Context: an optimization exercise on an open-source flow, tuned for small area and a short achievable clock period. The choices shown serve that exercise and are no tape-out recipe.
At most, simulation tests tie the RTL to the original design; equivalence was not proved.

==> module slc_magp, before the edit <==
module slc_magp (
    input  wire [22:0] magp,
    input  wire [15:0] a,
    input  wire [15:0] mv,
    input  wire        c7,
    output wire [22:0] magp_n
);
    assign magp_n = magp + {7'd0, a} - {7'd0, mv} - {14'd0, a[15:7]} - {22'd0, c7};
endmodule
==> flow/config.mk <==
export PLATFORM = sky130hd
export DESIGN_NAME = pocsag_rx
export DESIGN_NICKNAME = pocsag_rx
export VERILOG_FILES = /design/flow/design.v
export SDC_FILE = /design/flow/constraint.sdc
export NUM_CORES = 4
export LEC_CHECK = 0
export CAP_MARGIN = 20
export CORE_MARGIN = 2
export CORE_UTILIZATION = 40
export CTS_BUF_LIST = sky130_fd_sc_hd__clkbuf_8
export SLEW_MARGIN = 20
export SYNTH_HIERARCHICAL = 1
==> flow/constraint.sdc <==
create_clock -name core_clock -period 12.0 [get_ports {clk}]
set_input_delay 2.4000 -clock core_clock [delete_from_list [all_inputs] [get_ports {clk}]]
set_output_delay 2.4000 -clock core_clock [all_outputs]
set_load 0.01 [all_outputs]
standard.sh (not shown) runs the stock make flow with config.mk's settings and CLKGATE_MAP_FILE= SYNTH_SCRIPT=/design/flow/synth_recipe.tcl, a recipe that flattens the netlist after the stock synthesis.
==> flow/flow/run.sh <==
#!/bin/bash
# The standard layout (standard synthesis and the ORFS steps unchanged),
# with two differences:
# - the port buffers that buffer_ports inserts are sky130_fd_sc_hd__buf_4
#   instead of the cell it picks by default (clkdlybuf4s50_1, a delay
#   cell); every input and output port still gets its own buffer;
# - repair_timing works on every path with less than 8 ns of setup slack
#   (SETUP_SLACK_MARGIN), so it sizes up the gates on the critical paths.
#   The clock period and the constraints are the standard flow's own.
# make's output goes to standard.log; ORFS keeps each step's log under
# orfs/logs.
set -euo pipefail
export BUFFER_PORTS_ARGS="-buffer_cell sky130_fd_sc_hd__buf_4"
export SETUP_SLACK_MARGIN=8
bash standard.sh > standard.log 2>&1
The starting point completed without violations.
Change:
--- a/flow/design.v
+++ b/flow/design.v
@@ -60,9 +60,12 @@
     input  wire [15:0] mv,
     input  wire        c7,
     output wire [22:0] magp_n
 );
-    assign magp_n = magp + {7'd0, a} - {7'd0, mv} - {14'd0, a[15:7]} - {22'd0, c7};
+    wire [22:0] s1, k1, s2, k2;
+    csa_row #(.W(23)) u_r1 (.x(magp), .y({7'd0, a}), .z(~{14'd0, a[15:7]}), .s(s1), .k(k1));
+    csa_row #(.W(23)) u_r2 (.x(s1), .y({k1[21:0], ~c7}), .z(~{7'd0, mv}), .s(s2), .k(k2));
+    pfx_add #(.W(23)) u_a (.x(s2), .y({k2[21:0], 1'b0}), .ci(1'b1), .s(magp_n));
 endmodule
 module slc_dec (
     input  wire [15:0] s,
     input  wire [24:0] rs,
What happened: Clock-buffer cell count is lower by 9; global-route usage barely changes; die area is higher by 1.1%; hold slack improved by 0.013 ns; synthesized area is higher by 1.1%.
The RTL of the first run of this note was laid out without a check of its function.

* * *

Another version of the RTL of pocsag_rx (not shown whole).
Size: ~2500 cells after synthesis, ~33000 um2 of cells after synthesis.
==> module slc_dec, before the edit <==
module slc_dec (
    input  wire [15:0] s,
    input  wire [24:0] rs,
    input  wire [24:0] rk,
    input  wire        dv,
    input  wire        in_pre,
    input  wire        in_sync,
    input  wire        m0,
    input  wire        m1,
    input  wire        sm,
    output wire        b_n,        
    output wire        pre_dn,
    output wire        sync_dn
);
    wire        sg = s[15];
    wire [24:0] xs = {{3{sg}}, s, 6'd0};
    wire [24:0] qs = {{9{1'b1}}, s ^ {16{~sg}}};
    wire [24:0] t;
    wire [25:0] ch;            
    assign ch[0] = 1'b0;
    genvar i;
    generate
        for (i = 0; i < 25; i = i + 1) begin : g_c
            if (i < 6) begin : g_z
                c42zt u_c (.a(rs[i]), .c(rk[i]), .e(s[i]), .sg(sg), .co(ch[i+1]), .t(t[i]));
            end else if (i < 16) begin : g_m
                c42ts u_c (.a(rs[i]), .b(rk[i]), .c(s[i-6]), .e(s[i]), .sg(sg),
                           .co(ch[i+1]), .t(t[i]));
            end else begin : g_f
                c42t1 u_c (.a(rs[i]), .b(rk[i]), .c(xs[i]), .co(ch[i+1]), .t(t[i]));
            end
        end
    endgenerate
    wire [23:0] g, p;
    generate
        for (i = 0; i < 24; i = i + 1) begin : g_pg
            if (i == 0) begin : g_0
                pg0 u_p (.t(t[0]), .c(ch[0]), .k(~sg), .g(g[0]), .p(p[0]));
            end else if (i < 17) begin : g_i
                pgk u_p (.t(t[i]), .c(ch[i]), .tp(t[i-1]), .cp(ch[i-1]), .dp(qs[i-1]),
                         .g(g[i]), .p(p[i]));
            end else begin : g_i1
                pgk1 u_p (.t(t[i]), .c(ch[i]), .tp(t[i-1]), .cp(ch[i-1]), .g(g[i]), .p(p[i]));
            end
        end
    endgenerate
    wire glo, ghin, phin, ghi, phi, c24n;
    pfx_gtree_gp #(.W(16)) u_tl (.g(g[15:0]), .p(p[15:0]), .co(glo), .po());
    pfx_gtree_gp #(.W(8))  u_th (.g(g[23:16]), .p(p[23:16]), .co(ghin), .po(phin));
    cl_inv u_ig (.a(ghin), .y(ghi));
    cl_inv u_ip (.a(phin), .y(phi));
    cl_ga  u_tj (.g(ghi), .p(phi), .gl(glo), .gn(c24n));
    wire tt;                   
    top24 u_top (.t(t[24]), .c(ch[24]), .tp(t[23]), .cp(ch[23]), .y(tt));
    wire pa = dv & in_pre  & (tt ? m1 : m0);
    wire pb = dv & in_pre  & (tt ? m0 : m1);
    wire sa = dv & in_sync & sm & ~tt;
    wire sb = dv & in_sync & sm &  tt;
    cl_muxi u_b  (.s(c24n), .a(tt), .b(~tt), .y(b_n));
    cl_muxi u_pf (.s(c24n), .a(pa), .b(pb), .y(pre_dn));
    cl_muxi u_sf (.s(c24n), .a(sa), .b(sb), .y(sync_dn));
endmodule
==> module cl_ga, before the edit <==
module cl_ga (input wire g, input wire p, input wire gl, output wire gn);
    assign gn = ~(g | (p & gl));
endmodule
Settings: LEC_CHECK=0, CAP_MARGIN=20, CORE_MARGIN=2, CORE_UTILIZATION=40, CTS_BUF_LIST=sky130_fd_sc_hd__clkbuf_8, SLEW_MARGIN=20, SYNTH_HIERARCHICAL=1; clock period 12.0 ns.
Scripts as last shown in full above: flow/flow/run.sh
The baseline ran to the end with no violations.
Next try:
--- a/flow/design.v
+++ b/flow/design.v
@@ -137,25 +137,23 @@
             end else begin : g_i1
                 pgk1 u_p (.t(t[i]), .c(ch[i]), .tp(t[i-1]), .cp(ch[i-1]), .g(g[i]), .p(p[i]));
             end
         end
     endgenerate
-    wire glo, ghin, phin, ghi, phi, c24n;
+    wire glo, ghin, phin, c24;
     pfx_gtree_gp #(.W(16)) u_tl (.g(g[15:0]), .p(p[15:0]), .co(glo), .po());
     pfx_gtree_gp #(.W(8))  u_th (.g(g[23:16]), .p(p[23:16]), .co(ghin), .po(phin));
-    cl_inv u_ig (.a(ghin), .y(ghi));
-    cl_inv u_ip (.a(phin), .y(phi));
-    cl_ga  u_tj (.g(ghi), .p(phi), .gl(glo), .gn(c24n));
+    cl_node #(.PI(1), .PJ(0)) u_tj (.gi(ghin), .pi(phin), .gj(glo), .pj(1'b0), .go(c24), .po());
     wire tt;                   
     top24 u_top (.t(t[24]), .c(ch[24]), .tp(t[23]), .cp(ch[23]), .y(tt));
     wire pa = dv & in_pre  & (tt ? m1 : m0);
     wire pb = dv & in_pre  & (tt ? m0 : m1);
     wire sa = dv & in_sync & sm & ~tt;
     wire sb = dv & in_sync & sm &  tt;
-    cl_muxi u_b  (.s(c24n), .a(tt), .b(~tt), .y(b_n));
-    cl_muxi u_pf (.s(c24n), .a(pa), .b(pb), .y(pre_dn));
-    cl_muxi u_sf (.s(c24n), .a(sa), .b(sb), .y(sync_dn));
+    cl_muxi u_b  (.s(c24), .a(~tt), .b(tt), .y(b_n));
+    cl_muxi u_pf (.s(c24), .a(pb), .b(pa), .y(pre_dn));
+    cl_muxi u_sf (.s(c24), .a(sb), .b(sa), .y(sync_dn));
 endmodule
 module c42t (
     input  wire a, input wire b, input wire c, input wire d,
     output wire co, output wire t
 );
@@ -477,13 +475,10 @@
 module cl_gpa (input wire g, input wire p, input wire gl, input wire pl,
                output wire gn, output wire pn);
     assign gn = ~(g | (p & gl));
     assign pn = ~(p & pl);
 endmodule
-module cl_ga (input wire g, input wire p, input wire gl, output wire gn);
-    assign gn = ~(g | (p & gl));
-endmodule
 module cl_gpo (input wire gn, input wire pn, input wire gln, input wire pln,
                output wire g, output wire p);
     assign g = ~(gn & (pn | gln));
     assign p = ~(pn | pln);
 endmodule
=> The changed run produced a clean layout. Die area hardly moves. Hold slack improves by 0.0031 ns. Setup slack improves by 0.038 ns. Clock-buffer cell count went up by 5. Clock skew went up by 0.011 ns.
Function was not checked in any run of this note: the RTL went through the layout flow alone.

re-timing with driven ports:
In the flow no input, the clock included, has a driving cell. The finished layouts below were timed again as built, in two steps.
Step 1 assumes that a clkbuf_16 drives the clock port and a buf_2 every other input.
Step 2 also shifts input and output timing later by t, the mid clock arrival at the registers, as if the neighbouring blocks saw the same clock.
Three values: ideal ports, drivers, drivers and shift; two values: the first two.
run | t, ns | slack for setup (ns) | hold WS [ns] | clock arrival spread, ns | worst register clock-pin slew, ns
the first run of note 1 | 0.761 | 7.895 / 7.895 / 7.170 | 0.376 / 0.376 / 0.376 | 0.066 / 0.066 | 0.07 / 0.07
the second run of note 1 | 0.761 | 8.004 / 7.879 / 7.118 | 0.389 / 0.389 / 0.389 | 0.058 / 0.058 | 0.07 / 0.07
the first run of note 2 | 0.760 | 8.085 / 7.964 / 7.204 | 0.382 / 0.382 / 0.382 | 0.041 / 0.041 | 0.07 / 0.07
the second run of note 2 | 0.758 | 8.122 / 8.011 / 7.254 | 0.385 / 0.385 / 0.385 | 0.053 / 0.053 | 0.07 / 0.07
After both steps setup and hold are still met in every run listed. For the second run of note 1, which loses most, drivers alone change the setup slack by -0.125 ns; drivers and shift together by -0.886 ns.
